Context: an optimization exercise on an open-source flow, tuned for small area, a short achievable clock period and few clock cycles per item. The choices shown serve that exercise and are no tape-out recipe. At most, simulation tests tie the RTL to the original design; equivalence was not proved. Power is estimated from default activity; no workload was simulated.

==> trial 24 <==
// preamble_sync
module preamble_sync (
    input  wire              clk,
    input  wire              rst,         
    input  wire              pre_we,
    input  wire [3:0]        pre_idx,
    input  wire signed [7:0] pre_re,
    input  wire signed [7:0] pre_im,
    input  wire              in_valid,
    output wire              in_ready,
    input  wire signed [7:0] in_re,
    input  wire signed [7:0] in_im,
    input  wire              in_last,
    output reg               res_valid,
    input  wire              res_ready,
    output reg  [11:0]       res_start,
    output reg  [39:0]       res_power,
    output reg               res_nolag,
    output reg               idle
);
    reg signed [7:0] pc0;
    reg signed [8:0] pe0, pg0;
    reg signed [7:0] pc1;
    reg signed [8:0] pe1, pg1;
    reg signed [7:0] pc2;
    reg signed [8:0] pe2, pg2;
    reg signed [7:0] pc3;
    reg signed [8:0] pe3, pg3;
    reg signed [7:0] pc4;
    reg signed [8:0] pe4, pg4;
    reg signed [7:0] pc5;
    reg signed [8:0] pe5, pg5;
    reg signed [7:0] pc6;
    reg signed [8:0] pe6, pg6;
    reg signed [7:0] pc7;
    reg signed [8:0] pe7, pg7;
    reg signed [7:0] pc8;
    reg signed [8:0] pe8, pg8;
    reg signed [7:0] pc9;
    reg signed [8:0] pe9, pg9;
    reg signed [7:0] pc10;
    reg signed [8:0] pe10, pg10;
    reg signed [7:0] pc11;
    reg signed [8:0] pe11, pg11;
    reg signed [7:0] pc12;
    reg signed [8:0] pe12, pg12;
    reg signed [7:0] pc13;
    reg signed [8:0] pe13, pg13;
    reg signed [7:0] pc14;
    reg signed [8:0] pe14, pg14;
    reg signed [7:0] pc15;
    reg signed [8:0] pe15, pg15;
    reg              we_r;
    reg              rst_r;     
    reg        [3:0] idx_r;
    reg signed [7:0] re_r;
    reg signed [8:0] pre_e, pre_g;
    always @(posedge clk) begin
        idx_r <= pre_idx;
        re_r  <= pre_re;
        pre_e <= pre_re - pre_im;
        pre_g <= pre_re + pre_im;
  ...
==> flow/config.mk <==
export PLATFORM = sky130hd
export DESIGN_NAME = preamble_sync
export DESIGN_NICKNAME = preamble_sync
export VERILOG_FILES = /design/flow/design.v
export SDC_FILE = /design/flow/constraint.sdc
export NUM_CORES = 4
export LEC_CHECK = 0
export CAP_MARGIN = 20
export CORE_MARGIN = 2
export CORE_UTILIZATION = 40
export CTS_CLUSTER_DIAMETER = 100
export CTS_CLUSTER_SIZE = 20
export SLEW_MARGIN = 20
export SYNTH_HIERARCHICAL = 1
==> flow/constraint.sdc <==
create_clock -name core_clock -period 12.5 [get_ports {clk}]
set_input_delay 2.5000 -clock core_clock [delete_from_list [all_inputs] [get_ports {clk}]]
set_output_delay 2.5000 -clock core_clock [all_outputs]
set_load 0.01 [all_outputs]
standard.sh (not shown) runs the stock make flow with config.mk's settings and CLKGATE_MAP_FILE= SYNTH_SCRIPT=/design/flow/synth_recipe.tcl, a recipe that flattens the netlist after the stock synthesis.
==> flow/flow/run.sh <==
#!/bin/bash
# Layout flow: the standard flow (standard.sh, all steps from the standard
# synthesis to the final layout), with two changes:
#  - the buffers that buffer_ports puts on every input and output port are
#    sky130_fd_sc_hd__buf_4 instead of the delay buffer it picks by default;
#  - timing repair aims at 3.8 ns (setup margin 8.7 ns below the 12.5 ns
#    clock), so that it sizes up the weak drivers on the longest paths.
# make's full output goes to standard_flow.log in the folder the flow runs
# in; the ORFS step logs stay under orfs/logs/.
set -euo pipefail
bash standard.sh "BUFFER_PORTS_ARGS=-buffer_cell sky130_fd_sc_hd__buf_4" SETUP_SLACK_MARGIN=8.7 finish > standard_flow.log 2>&1
==> build 97: changes against trial 24 <==
--- a/flow/design.v
+++ b/flow/design.v
@@ -54,28 +54,26 @@
     reg signed [7:0] pc13;
     reg signed [8:0] pe13, pg13;
     reg signed [7:0] pc14;
     reg signed [8:0] pe14, pg14;
     reg signed [7:0] pc15;
     reg signed [8:0] pe15, pg15;
     reg              we_r;
-    reg              rst_r;     
     reg        [3:0] idx_r;
     reg signed [7:0] re_r;
     reg signed [8:0] pre_e, pre_g;
     always @(posedge clk) begin
         idx_r <= pre_idx;
         re_r  <= pre_re;
         pre_e <= pre_re - pre_im;
         pre_g <= pre_re + pre_im;
         we_r  <= pre_we && !rst;
-        rst_r <= rst;
     end
     always @(posedge clk) begin
-        if (rst_r) begin
+        if (rst) begin
                 pc0 <= 8'sd0; pe0 <= 9'sd0; pg0 <= 9'sd0;
             pc1 <= 8'sd0; pe1 <= 9'sd0; pg1 <= 9'sd0;
             pc2 <= 8'sd0; pe2 <= 9'sd0; pg2 <= 9'sd0;
             pc3 <= 8'sd0; pe3 <= 9'sd0; pg3 <= 9'sd0;
             pc4 <= 8'sd0; pe4 <= 9'sd0; pg4 <= 9'sd0;
             pc5 <= 8'sd0; pe5 <= 9'sd0; pg5 <= 9'sd0;
             pc6 <= 8'sd0; pe6 <= 9'sd0; pg6 <= 9'sd0;
==> flow/flow/run.sh (replaced) <==
#!/bin/bash
# Layout flow: the standard flow (standard.sh, all steps from the standard
# synthesis to the final layout), with two changes:
#  - the buffers that buffer_ports puts on every input and output port are
#    sky130_fd_sc_hd__buf_4 instead of the delay buffer it picks by default;
#  - timing repair aims at 4.0 ns (setup margin 8.5 ns below the 12.5 ns
#    clock), so that it sizes up the weak drivers on the longest paths.
# make's full output goes to standard_flow.log in the folder the flow runs
# in; the ORFS step logs stay under orfs/logs/.
set -euo pipefail
bash standard.sh "BUFFER_PORTS_ARGS=-buffer_cell sky130_fd_sc_hd__buf_4" SETUP_SLACK_MARGIN=8.5 finish > standard_flow.log 2>&1
==> flow/config.mk (replaced) <==
export PLATFORM = sky130hd
export DESIGN_NAME = preamble_sync
export DESIGN_NICKNAME = preamble_sync
export VERILOG_FILES = /design/flow/design.v
export SDC_FILE = /design/flow/constraint.sdc
export NUM_CORES = 4
export LEC_CHECK = 0
export CAP_MARGIN = 20
export CORE_MARGIN = 2
export CORE_UTILIZATION = 40
export SLEW_MARGIN = 20
export SYNTH_HIERARCHICAL = 1
==> build 54: changes against trial 24 <==
--- a/flow/design.v
+++ b/flow/design.v
@@ -12871,16 +12871,14 @@
     wire better = !have || pw_r > res_power[38:0];
     always @(posedge clk) begin
         if (rst) begin
             ocnt      <= 12'd0;
             have      <= 1'b0;
             q_nolag   <= 1'b0;
             res_valid <= 1'b0;
-            res_start <= 12'd0;
-            res_power <= 40'd0;
             res_nolag <= 1'b0;
         end else begin
             if (l_e)
                 ocnt <= 12'd0;
             else if (v_e)
                 ocnt <= ocnt + 12'd1;
             if (take) begin
==> results.tsv <==
metric	value	unit
run status	finished clean	
Post-Synthesis Cells	12890	
endpoint type of the worst setup path	register	
M1 WL	204.9	mm
XOR/XNOR Fraction of Synth Area	0.5399	%
Synth area leaders	fa_1, dfxtp_1, nand2_1	
clk slew on worst S/H paths	60	ps
Tot Pwr	37200	uW
Mapped Avg Cell Area	11.58	um^2
routing usage on met2	45.23	%
Inserted Diodes	239	
GPL Wtd Cong	1.028	
R2R Setup Slk	8490	ps
largest net degree at the start of global routing	93	
worst path cell trace	nand2_1 -> fa_1 -> fa_1 -> fa_1 -> fa_1 -> fa_1	
Iter 0 DRT Violations	11790	
# the run above: build 97

==> results.tsv <==
metric	value	unit
Synth area leaders	fa_1, dfxtp_1, nand2_1	
GPL Wtd Cong	1.028	
largest net degree at the start of global routing	132	
Iter 0 DRT Violations	12052	
XOR/XNOR Fraction of Synth Area	0.5444	%
post-synthesis sequential area ratio	26.64	%
Mapped Avg Cell Area	11.62	um^2
Tot Pwr	34320	uW
Post-Synthesis Cells	12874	
Inserted Diodes	10	
endpoint type of the worst setup path	primary output	
run status	finished clean	
clk slew on worst S/H paths	90	ps
# the run above: build 54

==> results.tsv <==
metric	value	unit
Synth area leaders	fa_1, dfxtp_1, nand2_1	
worst path cell trace	buf_6	
Post-Synthesis Cells	12864	
Mapped Avg Cell Area	11.59	um^2
M1 WL	212.0	mm
routing usage on met2	43.73	%
Inserted Diodes	56	
Tot Pwr	33870	uW
run status	finished clean	
largest net degree at the start of global routing	78	
endpoint type of the worst setup path	primary output	
R2R Setup Slk	8650	ps
clk slew on worst S/H paths	90	ps
GPL Wtd Cong	1.027	
# the run above: trial 24

Testbench counts of trial 24, summed over its fixed seeds: cycles 4,160, samples 4,096.
Testbench counts of build 54, summed over its fixed seeds: cycles 4,160, samples 4,096.
For build 97, only the layout was checked, not whether the RTL still works.


==> 01-06: inputs <==
preamble_sync, a different RTL version from the one above (not shown whole).
clock: 12.5 ns
lec_check: 0
cap_margin: 20
core_margin: 2
core_utilization: 40
slew_margin: 20
synth_hierarchical: 1
run.sh (not shown) runs the stock make flow with config.mk's settings and CLKGATE_MAP_FILE= SYNTH_SCRIPT=/design/flow/synth_recipe.tcl, a recipe that flattens the netlist after the stock synthesis.
Stock flow here: none of the scripts above is used.
==> inputs of 01-02, as changes to 01-06 <==
--- a/flow/design.v
+++ b/flow/design.v
@@ -55,24 +55,26 @@
     reg signed [8:0] pe13, pg13;
     reg signed [7:0] pc14;
     reg signed [8:0] pe14, pg14;
     reg signed [7:0] pc15;
     reg signed [8:0] pe15, pg15;
     reg              we_r;
+    reg              rst_r;     
     reg        [3:0] idx_r;
-    reg signed [7:0] re_r, im_r;
-    wire signed [8:0] pre_e = re_r - im_r;
-    wire signed [8:0] pre_g = re_r + im_r;
+    reg signed [7:0] re_r;
+    reg signed [8:0] pre_e, pre_g;
     always @(posedge clk) begin
         idx_r <= pre_idx;
         re_r  <= pre_re;
-        im_r  <= pre_im;
+        pre_e <= pre_re - pre_im;
+        pre_g <= pre_re + pre_im;
         we_r  <= pre_we && !rst;
+        rst_r <= rst;
     end
     always @(posedge clk) begin
-        if (rst) begin
+        if (rst_r) begin
                 pc0 <= 8'sd0; pe0 <= 9'sd0; pg0 <= 9'sd0;
             pc1 <= 8'sd0; pe1 <= 9'sd0; pg1 <= 9'sd0;
             pc2 <= 8'sd0; pe2 <= 9'sd0; pg2 <= 9'sd0;
             pc3 <= 8'sd0; pe3 <= 9'sd0; pg3 <= 9'sd0;
             pc4 <= 8'sd0; pe4 <= 9'sd0; pg4 <= 9'sd0;
             pc5 <= 8'sd0; pe5 <= 9'sd0; pg5 <= 9'sd0;
@@ -111,12 +113,14 @@
     reg  [1:0] nres;            
     reg  [4:0] cnt;             
     wire acc  = in_valid && rdy;
     wire take = res_valid && res_ready;
     wire full = cnt[4] || (cnt == 5'd15);      
     wire [1:0] nres_nx = nres + {1'b0, acc && in_last} - {1'b0, take};
+    wire [4:0] cnt_nx  = !acc ? cnt : in_last ? 5'd0 : cnt[4] ? cnt : cnt + 5'd1;
+    wire       rdy_nx  = !(nres_nx == 2'd2 || (nres_nx != 2'd0 && (cnt_nx[4] || cnt_nx == 5'd15)));
     reg signed [7:0] in_a, in_b;
     reg              acc_i, v_i, l_i;
     always @(posedge clk) begin
         in_a <= in_re;
         in_b <= in_im;
         if (rst) begin
@@ -125,22 +129,17 @@
             cnt   <= 5'd0;
             acc_i <= 1'b0;
             v_i   <= 1'b0;
             l_i   <= 1'b0;
         end else begin
             nres  <= nres_nx;
-            rdy   <= (nres_nx != 2'd2);
+            rdy   <= rdy_nx;
             acc_i <= acc;
             v_i   <= acc && full;
             l_i   <= acc && in_last;
-            if (acc) begin
-                if (in_last)
-                    cnt <= 5'd0;
-                else if (!cnt[4])
-                    cnt <= cnt + 5'd1;
-            end
+            cnt   <= cnt_nx;
         end
     end
     reg signed [7:0] w_a0, w_b0;
     reg signed [8:0] w_s0;
     reg signed [7:0] w_a1, w_b1;
     reg signed [8:0] w_s1;
@@ -12864,64 +12863,54 @@
             v_e <= v_d; l_e <= l_d;
             idle <= !(acc || acc_i || v_i || l_i || v_w || l_w || v_a || l_a ||
                       v_b || l_b || v_c || l_c || v_d || l_d);
         end
     end
     reg [11:0] ocnt;        
-    reg [11:0] best_o;
-    reg [38:0] best_p;
     reg        have;        
-    reg        held;        
-    wire        upd   = v_e && (!have || pw_r > best_p);
-    wire [11:0] fin_o = upd ? ocnt : best_o;
-    wire [38:0] fin_p = upd ? pw_r : best_p;
-    wire        fin_h = have || v_e;
-    wire        out_free = !res_valid || res_ready;
+    reg        q_nolag;     
+    wire better = !have || pw_r > res_power[38:0];
     always @(posedge clk) begin
         if (rst) begin
             ocnt      <= 12'd0;
-            best_o    <= 12'd0;
-            best_p    <= 39'd0;
             have      <= 1'b0;
-            held      <= 1'b0;
+            q_nolag   <= 1'b0;
             res_valid <= 1'b0;
-            res_start <= 12'd0;
-            res_power <= 40'd0;
             res_nolag <= 1'b0;
         end else begin
             if (l_e)
                 ocnt <= 12'd0;
             else if (v_e)
                 ocnt <= ocnt + 12'd1;
-            if (take)
-                res_valid <= 1'b0;
-            if (held) begin
-                if (take) begin
-                    res_valid <= 1'b1;
-                    res_start <= have ? best_o : 12'd0;
-                    res_power <= have ? {1'b0, best_p} : 40'd0;
-                    res_nolag <= !have;
-                    have      <= 1'b0;
-                    held      <= 1'b0;
+            if (take) begin
+                res_valid <= q_nolag;
+                if (q_nolag) begin
+                    res_nolag <= 1'b1;
+                    res_start <= 12'd0;
+                    res_power <= 40'd0;
+                    q_nolag   <= 1'b0;
                 end
-            end else if (l_e) begin
-                if (out_free) begin
-                    res_valid <= 1'b1;
-                    res_start <= fin_h ? fin_o : 12'd0;
-                    res_power <= fin_h ? {1'b0, fin_p} : 40'd0;
-                    res_nolag <= !fin_h;
-                    have      <= 1'b0;
+            end
+            if (v_e) begin
+                have <= 1'b1;
+                if (better) begin
+                    res_power <= {1'b0, pw_r};
+                    res_start <= ocnt;
+                end
+            end
+            if (l_e) begin
+                have <= 1'b0;
+                if (res_valid && !take) begin
+                    q_nolag <= 1'b1;
                 end else begin
-                    best_o <= fin_o;
-                    best_p <= fin_p;
-                    have   <= fin_h;
-                    held   <= 1'b1;
+                    res_valid <= 1'b1;
+                    res_nolag <= !(have || v_e);
+                    if (!(have || v_e)) begin
+                        res_start <= 12'd0;
+                        res_power <= 40'd0;
+                    end
                 end
-            end else if (upd) begin
-                best_o <= ocnt;
-                best_p <= pw_r;
-                have   <= 1'b1;
             end
         end
     end
     assign in_ready = rdy;
 endmodule
==> flow/flow/run.sh (new file) <==
#!/bin/bash
# Layout flow: the standard flow (standard.sh, all steps from the standard
# synthesis to the final layout), with two changes:
#  - the buffers that buffer_ports puts on every input and output port are
#    sky130_fd_sc_hd__buf_4 instead of the delay buffer it picks by default;
#  - timing repair aims at 3.8 ns (setup margin 8.7 ns below the 12.5 ns
#    clock), so that it sizes up the weak drivers on the longest paths.
# make's full output goes to standard_flow.log in the folder the flow runs
# in; the ORFS step logs stay under orfs/logs/.
set -euo pipefail
bash standard.sh "BUFFER_PORTS_ARGS=-buffer_cell sky130_fd_sc_hd__buf_4" SETUP_SLACK_MARGIN=8.7 finish > standard_flow.log 2>&1
==> flow/standard.sh (new file) <==
#!/bin/bash
# synth_recipe.tcl (not shown) runs the flow's synth.tcl, then flattens the netlist and writes it again
# the make line also repeats each setting of config.mk as NAME=value (left out here)
make -C /OpenROAD-flow-scripts/flow DESIGN_CONFIG=/design/flow/config.mk WORK_HOME=/design/flow/orfs CLKGATE_MAP_FILE= SYNTH_SCRIPT=/design/flow/synth_recipe.tcl "${@:-finish}"
removed: flow/run.sh
==> reports/summary.log <==
[power_and_ir_drop] power share of the sequential group 22.9%
[worst_setup_path] worst setup slack for register-to-register paths 8620 ps
[timing] minimum hold slack 315 ps
[placed_design] DP HPWL 456000 um
[power_and_ir_drop] clock group power 6.61 mW
[final_layout] clk_buf instances 300
[synth] Synth top area share 51.1%
[min_path] hold endpoint row_u[4]$_DFF_P_
[die] die span in y 616 um
[worst_setup_path] Reg2Reg Launch Point w_a8[7]$_DFFE_PP_
[cts] # Post-CTS Setup Buffers 160
[status] status finished clean
The numbers above come from 01-02.

==> reports/summary.log <==
[status] status finished clean
[power_and_ir_drop] power share of the sequential group 22.7%
[power_and_ir_drop] clock group power 6.69 mW
[placed_design] DP HPWL 441000 um
[worst_setup_path] Reg2Reg Launch Point re_r[1]$_DFF_P_
[cts] # Post-CTS Setup Buffers 0
The numbers above come from 01-06.

Testbench counts of 01-02, summed over its fixed seeds: cycles 4,160, samples 4,096.
Only the layout flow was run in 01-06; the RTL was not checked for function there.

what the ideal ports hide:
In the flow no input, the clock included, has a driving cell. The finished layouts below were timed again as built, in two steps. Step 1 sets driving cells, clkbuf_16 on the clock port and buf_2 on the other inputs (assumed; they add their load-dependent delay and slew). Step 2 adds t to the input delays and takes it off the output delays; t is the mean of the earliest and latest rising clock arrival at the registers after step 1. Input paths then give back, and output paths get back, about the clock's delay inside the block. a / b / c = no drivers / after step 1 / after step 2; a / b = the first two.
run | shift t [ns] | slack for setup (ns) | clock arrival spread, ns | worst register clock-pin slew, ns | worst slew at a driven data input, ns
trial 24 | 1.044 | 8.583 / 8.470 / 7.975 | 0.099 / 0.100 | 0.10 / 0.10 | 0.07
build 97 | 1.031 | 8.490 / 8.455 / 7.637 | 0.100 / 0.100 | 0.08 / 0.08 | 0.12
build 54 | 1.060 | 8.389 / 8.268 / 7.921 | 0.084 / 0.084 | 0.10 / 0.10 | 0.26
01-06 | 1.042 | 8.062 / 7.949 / 7.476 | 0.071 / 0.071 | 0.07 / 0.07 | 0.05
01-02 | 1.043 | 8.350 / 8.243 / 7.809 | 0.059 / 0.058 | 0.07 / 0.07 | 0.26
After both steps every run listed still meets setup and hold. The setup slack of build 97, which loses most, moves by -0.035 ns with the drivers and by -0.853 ns with both steps.
